From an optimization exercise on the open Yosys and OpenROAD flow, aimed at small area; shortcuts taken in it are not production practice.
In this exercise RTL edits were held to simulation tests only and were not proved equivalent to the original.
In run 2 the design's own scripts or RTL, not TritonCTS, make the clock network.
The clock input has no modelled driver; a real chip could not lean on it and would need a root buffer or a full tree.
Power is estimated from default activity; no workload was simulated.

$ cat flow/config.mk
export PLATFORM = sky130hd
export DESIGN_NAME = pjon_tx
export DESIGN_NICKNAME = pjon_tx
export VERILOG_FILES = /design/flow/design.v
export SDC_FILE = /design/flow/constraint.sdc
export NUM_CORES = 4
export LEC_CHECK = 0
export CAP_MARGIN = 20
export CORE_MARGIN = 2
export CORE_UTILIZATION = 40
export SLEW_MARGIN = 20
$ cat flow/constraint.sdc
create_clock -name core_clock -period 12.0 [get_ports {clk}]
set_input_delay 2.4000 -clock core_clock [delete_from_list [all_inputs] [get_ports {clk}]]
set_output_delay 2.4000 -clock core_clock [all_outputs]
set_load 0.01 [all_outputs]
$ cat flow/design.v
module pjon_tx (
    input  wire        clk,
    input  wire        rst_n,           
    input  wire        start,
    input  wire        cfg_shared,
    input  wire        cfg_sender_info,
    input  wire        cfg_ack_request,
    input  wire        cfg_crc32,
    input  wire        tx_explicit,
    input  wire [15:0] tx_header,
    input  wire [7:0]  tx_dest,
    input  wire [31:0] tx_bus,
    input  wire [7:0]  device_id,
    input  wire [31:0] bus_id,
    input  wire [15:0] pay_len,
    input  wire        pay_valid,
    input  wire [7:0]  pay_data,
    output wire        pay_ready,
    output wire        out_valid,
    output wire [7:0]  out_data,
    output wire        out_last,
    input  wire        out_ready,
    input  wire        err_clr,
    output reg         busy,
    output reg         done,
    output wire [2:0]  result_code,
    output wire [31:0] result,
    output reg  [15:0] final_hdr,
    output wire [31:0] err_ctx,
    output reg         ev_error
);
    function [31:0] t32;
        input [7:0] x;
        integer k;
        reg [31:0] a;
        begin
            a = {24'd0, x};
            for (k = 0; k < 8; k = k + 1)
                a = (a >> 1) ^ (a[0] ? 32'hEDB88320 : 32'h00000000);
            t32 = a;
        end
    endfunction
    function [7:0] t8;
        input [7:0] x;
        integer k;
        reg [7:0] a;
        begin
            a = x;
            for (k = 0; k < 8; k = k + 1)
                a = (a >> 1) ^ (a[0] ? 8'h8C : 8'h00);
            t8 = a;
        end
    endfunction
    wire [15:0] req_hdr = tx_explicit ? tx_header
                        : {10'd0, cfg_crc32, 2'b00, cfg_ack_request, cfg_sender_info, cfg_shared};
    wire        bcast   = &tx_dest;
    wire [15:0] h1 = {req_hdr[15:8], req_hdr[7] | (|req_hdr[15:8]), req_hdr[6:3],
                      req_hdr[2] & ~bcast, req_hdr[1:0]};
    wire [3:0] ob = 4'd3 + {3'd0, h1[7]} + (h1[0] ? 4'd4 : 4'd0)
                  + (h1[1] ? (h1[0] ? 4'd5 : 4'd1) : 4'd0);
    wire [4:0] o1 = {1'b0, ob} + {4'd0, h1[6]} + (h1[5] ? 5'd4 : 5'd1);
    wire [5:0] c1;
    assign c1[0] = 1'b0;
    genvar gi;
    generate for (gi = 0; gi < 5; gi = gi + 1) begin : g_c1
        assign c1[gi+1] = (pay_len[gi] & o1[gi]) | (c1[gi] & (pay_len[gi] | o1[gi]));
    end endgenerate
    wire        esc    = (|pay_len[15:8]) | (&pay_len[7:5] & c1[5]);
    wire [15:0] h2     = {h1[15:7], h1[6] | esc, h1[5] | esc, h1[4:0]};
    wire [4:0]  o2     = esc ? ({1'b0, ob} + 5'd5) : o1;
    wire [5:0]  a2     = {1'b0, pay_len[4:0]} + {1'b0, o2};
    wire [16:0] total2 = {{1'b0, pay_len[15:5]} + {11'd0, a2[5]}, a2[4:0]};
    wire too_long  = (|pay_len[15:10]) | (&pay_len[9:5] & a2[5] & (|a2[4:0]));
    wire too_short = (pay_len == 16'd0) & ~h1[7] & ~h1[6] & ~h1[5] & ~h1[1] & ~h1[0];
    localparam [2:0] G_H = 3'd0, G_T = 3'd1, G_S = 3'd2, G_C = 3'd3, G_M = 3'd4;
    localparam [4:0] S_HLO  = {G_H, 2'd0}, S_HHI = {G_H, 2'd1}, S_LHI = {G_H, 2'd2}, S_LLO = {G_H, 2'd3};
    localparam [4:0] S_TB0  = {G_T, 2'd0}, S_TB3 = {G_T, 2'd3};
    localparam [4:0] S_SB0  = {G_S, 2'd0}, S_SB3 = {G_S, 2'd3};
    localparam [4:0] S_C0   = {G_C, 2'd0}, S_C3  = {G_C, 2'd3};
    localparam [4:0] S_DEST = {G_M, 2'd0}, S_DEV = {G_M, 2'd1}, S_PAY = {G_M, 2'd2};
    reg  [4:0]  st;
    reg  [9:0]  pc;          
    reg  [10:0] tot;         
    reg  [31:0] txb;
    reg  [31:0] bid;
    reg  [7:0]  dev;
    reg  [31:0] crc;         
    reg  [10:0] res_q;
    reg  [16:0] ectx_q;
    reg rc_fail, rc_long;
    assign result_code = {rc_long, rc_fail, rc_long | rc_fail | (|res_q)};
    assign result  = {21'd0, res_q};
    assign err_ctx = {15'd0, ectx_q};
    wire [15:0] h = final_hdr;
    function [7:0] be_byte;
        input [31:0] v;
        input [1:0]  k;
        begin
            case (k)
                2'd0: be_byte = v[31:24];
                2'd1: be_byte = v[23:16];
                2'd2: be_byte = v[15:8];
                default: be_byte = v[7:0];
            endcase
        end
    endfunction
    wire [3:0] kd = 4'b0001 << st[1:0];
    wire [7:0] gd8 = 8'b00000001 << st[4:2];
    wire [4:0] gd = {gd8[G_M], gd8[G_C], gd8[G_S], gd8[G_T], gd8[G_H]};
    function [7:0] w4;
        input [31:0] v;
        input [3:0]  k;
        begin
            w4 = ({8{k[0]}} & v[31:24]) | ({8{k[1]}} & v[23:16])
               | ({8{k[2]}} & v[15:8])  | ({8{k[3]}} & v[7:0]);
        end
    endfunction
    wire [7:0] cin = ({8{gd[0]}} & w4({h[7:0], h[15:8], 5'd0, tot}, kd))
                   | ({8{gd[1]}} & w4(txb, kd))
                   | ({8{gd[2]}} & w4(bid, kd))
                   | ({8{gd[4]}} & w4({8'd0, dev, pay_data, 8'd0}, kd));
    wire [7:0] byte_out = cin | ({8{gd[3]}} & w4(crc, kd))
                        | ({8{gd[4] & kd[0]}} & crc[7:0]);
    wire in_pay  = busy && (st == S_PAY);
    wire is_last = (st == S_C3);
    wire is_crc  = (st[4:2] == G_C);
    assign out_valid = busy && (!in_pay || pay_valid);
    assign out_data  = byte_out;
    assign out_last  = busy && is_last;
    assign pay_ready = in_pay && out_ready;
    wire fire = out_valid && out_ready;
    wire [7:0]  x    = crc[7:0] ^ cin;
    wire [31:0] tx32 = t32(x) ^ t32(8'hFF);
    wire [31:0] n32  = {8'hFF ^ tx32[31:24], crc[31:8] ^ tx32[23:0]};
    wire [31:0] crc_next = h[5] ? n32 : {n32[31:8], t8(x)};
    wire        pz    = (pc == 10'd0);
    wire        p1    = (pc == 10'd1);
    wire [4:0]  s_crc = h[5] ? S_C0 : S_C3;
    wire [4:0]  s_pay = pz ? s_crc : S_PAY;
    reg  [4:0]  st_nx;
    always @(*) begin
        st_nx = {st[4:2], st[1:0] + 2'd1};
        case (st)
            S_DEST: st_nx = S_HLO;
            S_HLO:  st_nx = h[7] ? S_HHI : (h[6] ? S_LHI : S_LLO);
            S_HHI:  st_nx = h[6] ? S_LHI : S_LLO;
            S_LLO:  st_nx = h[0] ? S_TB0 : (h[1] ? S_DEV : s_pay);
            S_TB3:  st_nx = h[1] ? S_SB0 : s_pay;
            S_SB3:  st_nx = S_DEV;
            S_DEV:  st_nx = s_pay;
            S_PAY:  st_nx = p1 ? s_crc : S_PAY;
            default: ;
        endcase
    end
    always @(posedge clk) begin
        if (!busy) begin
            st  <= S_DEST;
            pc  <= pay_len[9:0];
            tot <= total2[10:0];
            txb <= tx_bus;
            bid <= bus_id;
            dev <= device_id;
            crc <= {24'd0, tx_dest};
        end else if (fire) begin
            st <= st_nx;
            if (st == S_PAY) pc <= pc - 10'd1;
            if (!is_crc) crc <= crc_next;
        end
    end
    always @(posedge clk) begin
        if (!rst_n) begin
            busy        <= 1'b0;
            done        <= 1'b0;
            rc_fail     <= 1'b0;
            rc_long     <= 1'b0;
            res_q       <= 11'd0;
            final_hdr   <= 16'd0;
            ectx_q      <= 17'd0;
            ev_error    <= 1'b0;
        end else begin
            done <= 1'b0;
            if (err_clr) ev_error <= 1'b0;
            if (!busy) begin
                if (start) begin
                    final_hdr <= h2;
                    if (too_long) begin
                        res_q       <= 11'd0;
                        ectx_q      <= total2;
                        ev_error    <= 1'b1;
                        rc_fail     <= 1'b0;
                        rc_long     <= 1'b1;
                        done        <= 1'b1;
                    end else if (too_short) begin
                        res_q       <= 11'd0;
                        rc_fail     <= 1'b1;
                        rc_long     <= 1'b0;
                        done        <= 1'b1;
                    end else begin
                        busy <= 1'b1;
                    end
                end
            end else if (fire && is_last) begin
                busy        <= 1'b0;
                done        <= 1'b1;
                res_q       <= tot;
                rc_fail     <= 1'b0;
                rc_long     <= 1'b0;
            end
        end
    end
endmodule
$ cat flow/flow/run.sh
#!/bin/bash
# Standard layout with five changes:
#  - ABC maps the logic with an area-oriented script (flow/area.abc);
#  - adders are left to ABC (no ADDER_MAP_FILE half/full adder cells);
#  - one tie cell drives all constant outputs (no tie fanout repair);
#  - the port buffers use the smallest buffer cell;
#  - CTS uses clkbuf_8 and adds no dummy loads.
set -euo pipefail
W=$(pwd)
export AREA_ABC_SCRIPT=$W/flow/area.abc
export FLOW_SYNTH_TCL=$W/synth_recipe.tcl
export ADDER_MAP_FILE=
export SKIP_REPAIR_TIE_FANOUT=1
export BUFFER_PORTS_ARGS="-buffer_cell sky130_fd_sc_hd__buf_1"
export CTS_ARGS="-sink_clustering_enable -repair_clock_nets -dont_use_dummy_load -buf_list {sky130_fd_sc_hd__clkbuf_8}"
sed "s#SYNTH_SCRIPT=[^ ]*#SYNTH_SCRIPT=$W/flow/synth_wrap.tcl#" standard.sh > area_standard.sh
bash area_standard.sh > standard.log 2>&1
$ cat flow/flow/area.abc
strash
dch
amap
strash
dch -f
amap -F 20 -A 30
strash
dch -f
amap -F 20 -A 30
strash
dch -f
amap -F 20 -A 30
strash
&get -n
&deepsyn -T 90
&put
strash
dch -f
amap -F 20 -A 30
strash
dch -f
amap -F 20 -A 30
strash
dch -f
amap -F 20 -A 30
strash
dch -f
amap -F 20 -A 30
$ cat flow/flow/synth_wrap.tcl
# The standard synthesis (synth_recipe.tcl), with ABC's standard-cell
# mapping run from an area-oriented script instead of ORFS's speed script.
# ABC maps only the combinational logic: the registers are the same.
proc abc {args} {
  set i [lsearch -exact $args -script]
  if {$i >= 0} { lset args [expr {$i + 1}] $::env(AREA_ABC_SCRIPT) }
  yosys abc {*}$args
}
source $::env(FLOW_SYNTH_TCL)
$ cat flow/standard.sh
#!/bin/bash
# synth_recipe.tcl (not shown) runs the flow's synth.tcl, then flattens the netlist and writes it again
# the make line also repeats each setting of config.mk as NAME=value (left out here)
make -C /OpenROAD-flow-scripts/flow DESIGN_CONFIG=/design/flow/config.mk WORK_HOME=/design/flow/orfs CLKGATE_MAP_FILE= SYNTH_SCRIPT=/design/flow/synth_recipe.tcl "${@:-finish}"
==> load_flow_metrics.sql, run 1 <==
INSERT INTO impl_metrics (metric_group, metric, value, unit) VALUES
('drt', 'detailedRoute.firstPassIterationCount', '8', ''),
('grt', 'grt_start_max_net_pins', '72', ''),
('sta', 'hold_ws', '0.455', 'ns'),
('clocking', 'clk_pin_slew', '0.11', 'ns'),
('clocking', 'clock_insertion_delay_worst_skew', '0.47', 'ns'),
('placed_design', 'dp_hpwl', '19.9', 'mm'),
('grt', 'grt_overflow_total', '0', ''),
('synthesis', 'postSynthNetCount', '996', ''),
('synthesis', 'yosys.area_share.simple', '0.109', ''),
('clocking', 'clock_path_buffers', '2', ''),
('final_layout', 'syn2layout_area_growth', '12.7', '%'),
('clocking', 'tritoncts', 'done', ''),
('critical_path', 'path_max_fanout', '18', ''),
('die', 'initial_core_util', '0.408', ''),
('critical_path', 'cp.buffers_inverters', '6', ''),
('drt', 'num_vias', '7318', ''),
('synthesis', 'ys_seq_elements', '179', ''),
('synthesis', 'async_flop_share', '0', ''),
('grt', 'grt_antenna_before_repair', '1', ''),
('final_layout', 'drive_above_1_share', '0.0240', ''),
('die', 'io_count', '228', ''),
('final_layout', 'inserted_diodes', '0', ''),
('die', 'std_cell_rows', '52', ''),
('drt', 'ant_nets', '0', ''),
('drt', 'drt-initial-drc-count', '645', ''),
('synthesis', 'synth-compound-area-share', '0.244', ''),
('grt', 'grt.met2_usage', '0.383', ''),
('synthesis', 'cell_with_the_most_instances_after_synthesis', 'sky130_fd_sc_hd__clkinv_1', ''),
('critical_path', 'cp.arrival', '10.15', 'ns'),
('sta', 'final-hold-violation-count', '0', ''),
('final_layout', 'fillerInstances', '2061', ''),
('pwr', 'pwr_density_cell', '148', 'nW/um2'),
('run_status', 'run_status', 'timing/DRC/antenna clean', ''),
('synthesis', 'synthesis.yosys.warnings', '1', ''),
('sta', 'clock_skew', '0.0394', 'ns'),
('drt', 'post_drt_via_cell_ratio', '5.58', ''),
('placed_design', 'finalWeightedCongestion', '0.913', ''),
('grt', 'globalRoute.busiestLayer', 'met2', ''),
('sta', 'min_cycle_time_layout', '9.80', 'ns'),
('grt', 'grt.met3_usage', '0.0586', ''),
('final_layout', 'fin_util', '0.460', ''),
('synthesis', 'synthTopCellsByCount', 'sky130_fd_sc_hd__clkinv_1 (127), sky130_fd_sc_hd__edfxtp_1 (101), sky130_fd_sc_hd__o22ai_1 (94)', ''),
('placed_design', 'number_of_buffer_cells_added_on_primary_ports', '191', ''),
('critical_path', 'critical_path.endpoint_type', 'flop', ''),
('sta', 'finish_stage_setup_viols', '0', ''),
('synthesis', 'yosys-mux-area-fraction', '0', ''),
('grt', 'grt_util_met1', '0.325', ''),
('synthesis', 'syn-cell-area', '8280', 'um2'),
('sta', 'finalCritPeriodShare', '0.816', ''),
('die', 'die_area', '21900', 'um2'),
('critical_path', 'crit_path_max_incr_delay', '0.81', 'ns'),
('synthesis', 'avgSynthCellArea', '9.57', 'um2'),
('synthesis', 'synth_xor_xnor_area_share', '0', ''),
('drt', 'drc', '0', ''),
('drt', 'wire_per_inst', '20.0', 'um'),
('clocking', 'cts_hold_buf', '0', ''),
('synthesis', 'synth-seq-area-share', '0.555', ''),
('die', 'placeableCoreArea', '20300', 'um2'),
('critical_path', 'most_used_cell_along_the_critical_path', 'sky130_fd_sc_hd__nor2_1', ''),
('die', 'fp.dieW', '148', 'um'),
('final_layout', 'multiInputGateArea', '2930', 'um2'),
('clocking', 'cts_resized', '0', ''),
('grt', 'grt_pass1_vias', '6921', ''),
('synthesis', 'dominant_combinational_cell_family_by_area_after_synthesis', 'compound AO/OA/AOI/OAI gates', ''),
('critical_path', 'family_with_the_most_delay_on_the_worst_path', 'simple AND/OR/NAND/NOR gates', ''),
('synthesis', 'number_of_distinct_standard_cells_referenced_by_the_synthesized_netlist', '38', ''),
('sta', 'achievable-frequency', '102', 'MHz'),
('critical_path', 'rr_startpoint', 'st[4]', ''),
('clocking', 'numCtsBuffers', '17', ''),
('final_layout', 'finish.net_count', '1174', ''),
('sta', 'setup_total_negative_slack', '0', 'ns');
-- path summary, 6_finish.rpt --
| path | slack, ns | endpoint | depth (start not counted) |
|---|---|---|---|
| setup / recovery | 2.20 | res_q[3] | 38 |
| hold / removal | 0.46 | ev_error | 2 |
| setup reg to reg | 5.91 | crc[20] | 16 |
| hold reg to reg | 0.46 | ev_error | 2 |
-- layout make-up --
class | instances | share of cell area
Sequential cell | 179 | 0.492
Clock buffer | 17 | 0.0251
Tap cell | 270 | 0.0362
Multi-Input combinational cell | 521 | 0.313
Timing Repair Buffer | 197 | 0.0816
Inverter | 127 | 0.0513
-- cells in the final DEF (no fill, tap or decap), types with 3 or more instances in the layout --
cell type,n
sky130_fd_sc_hd__clkbuf_8,17
sky130_fd_sc_hd__nand2_1,78
sky130_fd_sc_hd__o21ai_0,71
sky130_fd_sc_hd__nor3_1,19
sky130_fd_sc_hd__buf_1,191
sky130_fd_sc_hd__nand4_1,6
sky130_fd_sc_hd__a32o_1,14
sky130_fd_sc_hd__nor2b_1,3
sky130_fd_sc_hd__a221oi_1,4
sky130_fd_sc_hd__clkinv_1,126
sky130_fd_sc_hd__a21oi_1,47
sky130_fd_sc_hd__dfxtp_1,78
sky130_fd_sc_hd__o22ai_1,94
sky130_fd_sc_hd__o211ai_1,9
sky130_fd_sc_hd__o311a_1,3
sky130_fd_sc_hd__o221ai_1,8
sky130_fd_sc_hd__o21bai_1,3
sky130_fd_sc_hd__nor2_1,88
sky130_fd_sc_hd__or3_1,3
sky130_fd_sc_hd__nor4_1,4
sky130_fd_sc_hd__a22o_1,7
sky130_fd_sc_hd__a22oi_1,7
sky130_fd_sc_hd__buf_4,6
sky130_fd_sc_hd__edfxtp_1,101
sky130_fd_sc_hd__o221a_1,3
sky130_fd_sc_hd__a222oi_1,23
sky130_fd_sc_hd__or4_1,3
sky130_fd_sc_hd__o21a_1,3
sky130_fd_sc_hd__nand3_1,6
-- power breakdown --
part / switching, mW / internal, mW
sequential: 0.0320 / 0.710
clock: 0.190 / 0.126
combinational: 0.224 / 0.103
-- worst register-to-register path: cells and delay by family (launching register included) --
kind                   cells  cell delay (ns)
flip-flops                 1             0.45
AO/OA/AOI/OAI              9             2.78
AND/OR/NAND/NOR            2             1.47
buffers and inverters      5             1.26
-- flip-flops by register name, summed over array words and instances, names as in the netlist --
signal	cells
done	1
txb	32
bid	32
st	5
final_hdr	16
busy	1
ectx_q	17
tot	11
res_q	11
rc_fail	1
pc	10
crc	32
dev	8
ev_error	1
rc_long	1
-- metal layers --
metal,wire length [um],up-vias
met5,10,-
met2,12200,328
li1,-,3558
met4,423,2
met3,2180,34
met1,11300,3396
-- per-stage QoR --
step / power [mW] / setup slack, ns / cells / instance area (um2)
floorplan: 0.971 / 3.25 / 865 / 8280
global placement: 1.07 / 1.82 / 1294 / 9100
detailed placement: 1.08 / 1.56 / 1294 / 9100
CTS: 1.39 / 1.97 / 1311 / 9330
global route: 1.46 / 1.23 / 1311 / 9330
finish: 1.38 / 2.20 / 1311 / 9330
-- cell families (layout without fill, tap and decap cells) --
| group | Yosys count | in the layout |
|---|---|---|
| compound gates | 305 | 305 |
| buf+inv | 165 | 341 |
| flops | 179 | 179 |
| other cells | 1 | 1 |
| simple gates | 215 | 215 |
==> inputs of run 2 (changes only) <==
==> flow/flow/run.sh (replaced) <==
#!/bin/bash
# Standard layout with five changes:
#  - ABC maps the logic with an area-oriented script (flow/area.abc);
#  - adders are left to ABC (no ADDER_MAP_FILE half/full adder cells);
#  - one tie cell drives all constant outputs (no tie fanout repair);
#  - the port buffers use the smallest buffer cell;
#  - the clock tree is a balanced two-level tree (flow/manual_cts.tcl):
#    one clkbuf_16 root and twelve clkbuf_8 leaves.
set -euo pipefail
W=$(pwd)
export AREA_ABC_SCRIPT=$W/flow/area.abc
export FLOW_SYNTH_TCL=$W/synth_recipe.tcl
export ADDER_MAP_FILE=
export SKIP_REPAIR_TIE_FANOUT=1
export BUFFER_PORTS_ARGS="-buffer_cell sky130_fd_sc_hd__buf_1"
export PRE_CTS_TCL=$W/flow/manual_cts.tcl
sed "s#SYNTH_SCRIPT=[^ ]*#SYNTH_SCRIPT=$W/flow/synth_wrap.tcl#" standard.sh > area_standard.sh
bash area_standard.sh > standard.log 2>&1
==> flow/flow/manual_cts.tcl (new file) <==
# PRE_CTS_TCL hook: a balanced two-level clock tree in place of TritonCTS's.
# The clock's sinks are split by recursive bisection of their locations into
# NLEAF groups of near-equal size; each group gets a leaf clock buffer at its
# centroid, and the leaves are split the same way among NMID root buffers,
# which the clock port drives. cts.tcl then legalizes, repairs timing and
# writes the result as usual.
proc mtree_split { items n axis } {
  # items: list of {payload x y}; returns n groups of near-equal size
  if { $n <= 1 } { return [list $items] }
  set idx [expr { $axis == 0 ? 1 : 2 }]
  set sorted [lsort -real -index $idx $items]
  set n1 [expr { $n / 2 }]
  set n2 [expr { $n - $n1 }]
  set cut [expr { int(round([llength $sorted] * double($n1) / $n)) }]
  set a [lrange $sorted 0 [expr { $cut - 1 }]]
  set b [lrange $sorted $cut end]
  # split along the longer side of each half next
  return [concat [mtree_split $a $n1 [mtree_axis $a]] [mtree_split $b $n2 [mtree_axis $b]]]
}
proc mtree_axis { items } {
  set xs {}; set ys {}
  foreach it $items { lappend xs [lindex $it 1]; lappend ys [lindex $it 2] }
  if { [llength $xs] == 0 } { return 0 }
  set xs [lsort -real $xs]; set ys [lsort -real $ys]
  set dx [expr { [lindex $xs end] - [lindex $xs 0] }]
  set dy [expr { [lindex $ys end] - [lindex $ys 0] }]
  return [expr { $dx >= $dy ? 0 : 1 }]
}
proc mtree_centroid { items } {
  set sx 0.0; set sy 0.0
  foreach it $items { set sx [expr { $sx + [lindex $it 1] }]; set sy [expr { $sy + [lindex $it 2] }] }
  set n [llength $items]
  return [list [expr { int($sx / $n) }] [expr { int($sy / $n) }]]
}
proc mtree_buffer { block master name in_net items } {
  set inst [odb::dbInst_create $block $master $name]
  set net [odb::dbNet_create $block "${name}_clk"]
  $net setSigType CLOCK
  [$inst findITerm A] connect $in_net
  [$inst findITerm X] connect $net
  set c [mtree_centroid $items]
  $inst setLocation [lindex $c 0] [lindex $c 1]
  $inst setPlacementStatus PLACED
  $inst setSourceType TIMING
  return [list $inst $net $c]
}
proc manual_clock_tree { clk_name nleaf nmid leaf_master mid_master } {
  set block [ord::get_db_block]
  set clknet [$block findNet $clk_name]
  $clknet setSigType CLOCK
  set lm [[ord::get_db] findMaster $leaf_master]
  set mm [[ord::get_db] findMaster $mid_master]
  set sinks {}
  foreach it [$clknet getITerms] {
    set inst [$it getInst]
    set bb [$inst getBBox]
    lappend sinks [list $it [expr { ([$bb xMin] + [$bb xMax]) / 2 }] [expr { ([$bb yMin] + [$bb yMax]) / 2 }]]
  }
  set groups [mtree_split $sinks $nleaf [mtree_axis $sinks]]
  set leaves {}
  set k 0
  foreach g $groups {
    foreach s $g { [lindex $s 0] disconnect }
    lassign [mtree_buffer $block $lm "mclkleaf_$k" $clknet $g] inst net c
    foreach s $g { [lindex $s 0] connect $net }
    puts "manual clock tree: leaf $k drives [llength $g] sinks"
    lappend leaves [list [$inst findITerm A] [lindex $c 0] [lindex $c 1]]
    incr k
  }
  set mgroups [mtree_split $leaves $nmid [mtree_axis $leaves]]
  set k 0
  foreach g $mgroups {
    foreach s $g { [lindex $s 0] disconnect }
    lassign [mtree_buffer $block $mm "mclkmid_$k" $clknet $g] inst net c
    foreach s $g { [lindex $s 0] connect $net }
    puts "manual clock tree: middle $k drives [llength $g] leaves"
    incr k
  }
}

proc clock_tree_synthesis { args } {
  puts "manual clock tree in place of: clock_tree_synthesis $args"
  manual_clock_tree clk 12 1 sky130_fd_sc_hd__clkbuf_8 sky130_fd_sc_hd__clkbuf_16
  set_propagated_clock [all_clocks]
}
==> run 2 against run 1 <==
Against the previous run: design area shrank 0.47%; sequential power is essentially flat; first-iteration DRC count rose by 6.7%; sequential share of layout area grew 0.23 points; hold slack worse by 0.0025 ns; area after synthesis unchanged; cell count shrank 0.31%; synthesized cell count is the same; critical endpoint unchanged; critical path depth did not move.
==> load_flow_metrics.sql, run 2 <==
INSERT INTO impl_metrics (metric_group, metric, value, unit) VALUES
('run_status', 'run_status', 'timing/DRC/antenna clean', ''),
('placed_design', 'numPlacedInstances', '1294', ''),
('final_layout', 'syn2layout_area_growth', '12.2', '%'),
('placed_design', 'dp_hpwl', '19.9', 'mm'),
('drt', 'post_drt_via_cell_ratio', '5.62', ''),
('clocking', 'clk_pin_slew', '0.09', 'ns'),
('synthesis', 'async_flop_share', '0', ''),
('critical_path', 'startpoint_type', 'input port', ''),
('die', 'fp.dieW', '148', 'um'),
('final_layout', 'largest_registers', 'bid (32), crc (32), txb (32)', ''),
('pwr', 'worst_case_vdd_ir_drop', '0.0751', 'mV'),
('die', 'io_count', '228', ''),
('pwr', 'cellLeakagePower', '2.99', 'nW'),
('sta', 'min_cycle_time_layout', '9.82', 'ns'),
('grt', 'grt_antenna_before_repair', '0', ''),
('drt', 'wire_per_inst', '20.1', 'um'),
('placed_design', 'number_of_buffer_cells_added_on_primary_ports', '191', ''),
('job', 'cap_violations', '0', ''),
('sta', 'final-hold-violation-count', '0', ''),
('critical_path', 'most_used_cell_along_the_critical_path', 'sky130_fd_sc_hd__nor2_1', ''),
('critical_path', 'worst_ep_required_time', '12.31', 'ns'),
('clocking', 'cts_resized', '0', ''),
('grt', 'grt_use_total', '0.231', ''),
('synthesis', 'ys_seq_elements', '179', ''),
('die', 'height_of_the_die', '148', 'um'),
('sta', 'achievable-frequency', '102', 'MHz'),
('synthesis', 'cell_with_the_most_instances_after_synthesis', 'sky130_fd_sc_hd__clkinv_1', ''),
('hold_path', 'hold_path_class', 'reg2reg', ''),
('final_layout', 'layout.cells.most_common_list', 'sky130_fd_sc_hd__buf_1 (191), sky130_fd_sc_hd__clkinv_1 (126), sky130_fd_sc_hd__edfxtp_1 (101)', ''),
('sta', 'clock_skew', '0.0217', 'ns'),
('critical_path', 'critical_path.endpoint_type', 'flop', ''),
('synthesis', 'synth_cells', '865', ''),
('sta', 'hold_ws', '0.453', 'ns'),
('clocking', 'cts_setup_buffers', '0', ''),
('drt', 'met2_length', '12.1', 'mm'),
('synthesis', 'synthTopCellsByCount', 'sky130_fd_sc_hd__clkinv_1 (127), sky130_fd_sc_hd__edfxtp_1 (101), sky130_fd_sc_hd__o22ai_1 (94)', ''),
('critical_path', 'crit_path_max_incr_delay', '0.78', 'ns'),
('synthesis', 'avgSynthCellArea', '9.57', 'um2'),
('placed_design', 'finalWeightedCongestion', '0.913', ''),
('final_layout', 'fillerInstances', '2048', ''),
('sta', 'finalCritPeriodShare', '0.818', ''),
('synthesis', 'synth_top_cell_area_share', '0.366', ''),
('critical_path', 'path_max_fanout', '18', ''),
('grt', 'grt_pass1_vias', '6943', ''),
('clocking', 'cts_hold_buf', '0', ''),
('die', 'std_cell_rows', '52', ''),
('die', 'initial_core_util', '0.408', ''),
('synthesis', 'syn-cell-area', '8280', 'um2'),
('grt', 'wire_length_of_the_first_global_routing_pass', '39.5', 'mm'),
('grt', 'grt_start_max_net_pins', '72', ''),
('sta', 'maxSlewHeadroom', '0.283', ''),
('synthesis', 'number_of_enable_flip_flop_cells_after_synthesis', '101', ''),
('synthesis', 'postSynthNetCount', '996', ''),
('drt', 'ant_nets', '0', ''),
('die', 'placeableCoreArea', '20300', 'um2'),
('clocking', 'clock_insertion_delay_worst_skew', '0.40', 'ns'),
('drt', 'top_layer', 'met4', ''),
('synthesis', 'synth-seq-area-share', '0.555', ''),
('sta', 'setup_total_negative_slack', '0', 'ns'),
('drt', 'drt-initial-drc-count', '688', ''),
('synthesis', 'ys.flop_type', 'sky130_fd_sc_hd__edfxtp_1', ''),
('drt', 'wl_met1', '11.1', 'mm'),
('synthesis', 'synthesis.yosys.warnings', '1', ''),
('synthesis', 'number_of_distinct_standard_cells_referenced_by_the_synthesized_netlist', '38', ''),
('final_layout', 'final-instance-count-excl-fill', '1307', ''),
('drt', 'num_vias', '7339', ''),
('final_layout', 'inserted_diodes', '0', ''),
('drt', 'routed_wl', '26.2', 'mm'),
('critical_path', 'criticalPathCategory', 'in2reg', ''),
('final_layout', 'finish.net_count', '1170', ''),
('critical_path', 'cp.arrival', '10.13', 'ns'),
('final_layout', 'drive_above_1_share', '0.0203', ''),
('drt', 'wl_met3', '2.33', 'mm'),
('die', 'die_area', '21900', 'um2'),
('sta', 'finish_stage_setup_viols', '0', ''),
('sta', 'unrepaired_setup_endpoints_after_global_routing', 'false', ''),
('sta', 'worst_slew_pin_slew', '1.07', 'ns'),
('final_layout', 'mostFrequentLayoutCell', 'sky130_fd_sc_hd__buf_1', ''),
('synthesis', 'synth_largest_area_cell', 'sky130_fd_sc_hd__edfxtp_1', ''),
('synthesis', 'yosys-top-cells-area', 'sky130_fd_sc_hd__edfxtp_1 (37%), sky130_fd_sc_hd__dfxtp_1 (19%), sky130_fd_sc_hd__o22ai_1 (7.1%)', ''),
('drt', 'detailedRoute.firstPassIterationCount', '6', ''),
('sta', 'timing.final.max_slew_violations', '0', ''),
('pwr', 'pwr_density_cell', '147', 'nW/um2'),
('drt', 'drc', '0', ''),
('critical_path', 'slowest_stage', 'sky130_fd_sc_hd__nor3_1', ''),
('grt', 'grt_overflow_total', '0', '');
[run 2: power by group]
part	total [mW]	switching [mW]	internal (mW)
registers	0.742	0.0322	0.710
logic	0.326	0.223	0.103
clock network	0.295	0.189	0.106
[run 2: metal layers]
metal,up-vias,GRT usage
met4,0,0.0567
met3,49,0.0457
met5,-,0
met2,307,0.374
li1,3555,-
met1,3428,0.320
[run 2: critical path: cells and delay by family]
kind	cells	cell delay [ns]
simple gates	18	3.12
compound gates	14	2.73
buf+inv	6	1.84
[run 2: per-stage QoR]
stage	power [mW]	setup WS (ns)	utilization	instance area [um2]
after floorplan	0.971	3.25	-	8280
after global placement	1.07	1.82	0.448	9100
after detailed placement	1.08	1.56	0.448	9100
after CTS	1.37	1.93	0.457	9290
after global routing	1.43	1.13	0.458	9290
final	1.36	2.18	0.458	9290
[run 2: cells by family (layout without fill, tap and decap cells)]
kind of cell | Yosys count | in the layout | share of synthesized area
compound gates | 305 | 305 | 0.244
simple gates | 215 | 215 | 0.109
flops | 179 | 179 | 0.555
buf+inv | 165 | 337 | 0.0920
other cells | 1 | 1 | 0.000453
[run 2: path summary, 6_finish.rpt]
path                            cells past startpoint  slack (ns)       end   startpoint
worst max-delay path                               38        2.18  res_q[3]  tx_explicit
worst min-delay path                                2        0.45  ev_error     ev_error
worst max register to register                     16        5.95   crc[20]        st[4]
worst min register to register                      2        0.45  ev_error     ev_error
[run 2: area by class of cell, without the clock buffers]
| class | instances | area (um2) | share of cell area |
|---|---|---|---|
| Multi-Input combinational cell | 521 | 2930 | 0.315 |
| Inverter | 127 | 479 | 0.0516 |
| Timing Repair Buffer | 197 | 762 | 0.0820 |
| Tap cell | 270 | 338 | 0.0364 |
| Sequential cell | 179 | 4590 | 0.495 |

-- static timing again, ports no longer ideal --
No port has a modelled driver above. Below, the same layouts with a new extraction and two added sets of constraints.
Step 1 assumes that a clkbuf_16 drives the clock port and a buf_2 every other input.
Step 2 times the ports against the registers' clock, not the clock port: input delays grow and output delays shrink by t, the midpoint of the rising clock arrivals with the driver on.
a / b / c = ideal ports / drivers / drivers and shift; a / b = the first two.
run	t, ns	setup WS [ns]	worst setup path at the end	slew at the worst register clock pin (ns)	cell pins on the clock port's net
run 1	0.489	2.204 / 2.216 / 1.728	input to register	0.11 / 0.11	1
run 2	0.431	2.181 / 2.194 / 1.763	input to register	0.12 / 0.12	1
After both steps setup and hold are still met in every run listed. For run 1, which loses most, drivers alone change the setup slack by +0.012 ns; drivers and shift together by -0.476 ns.
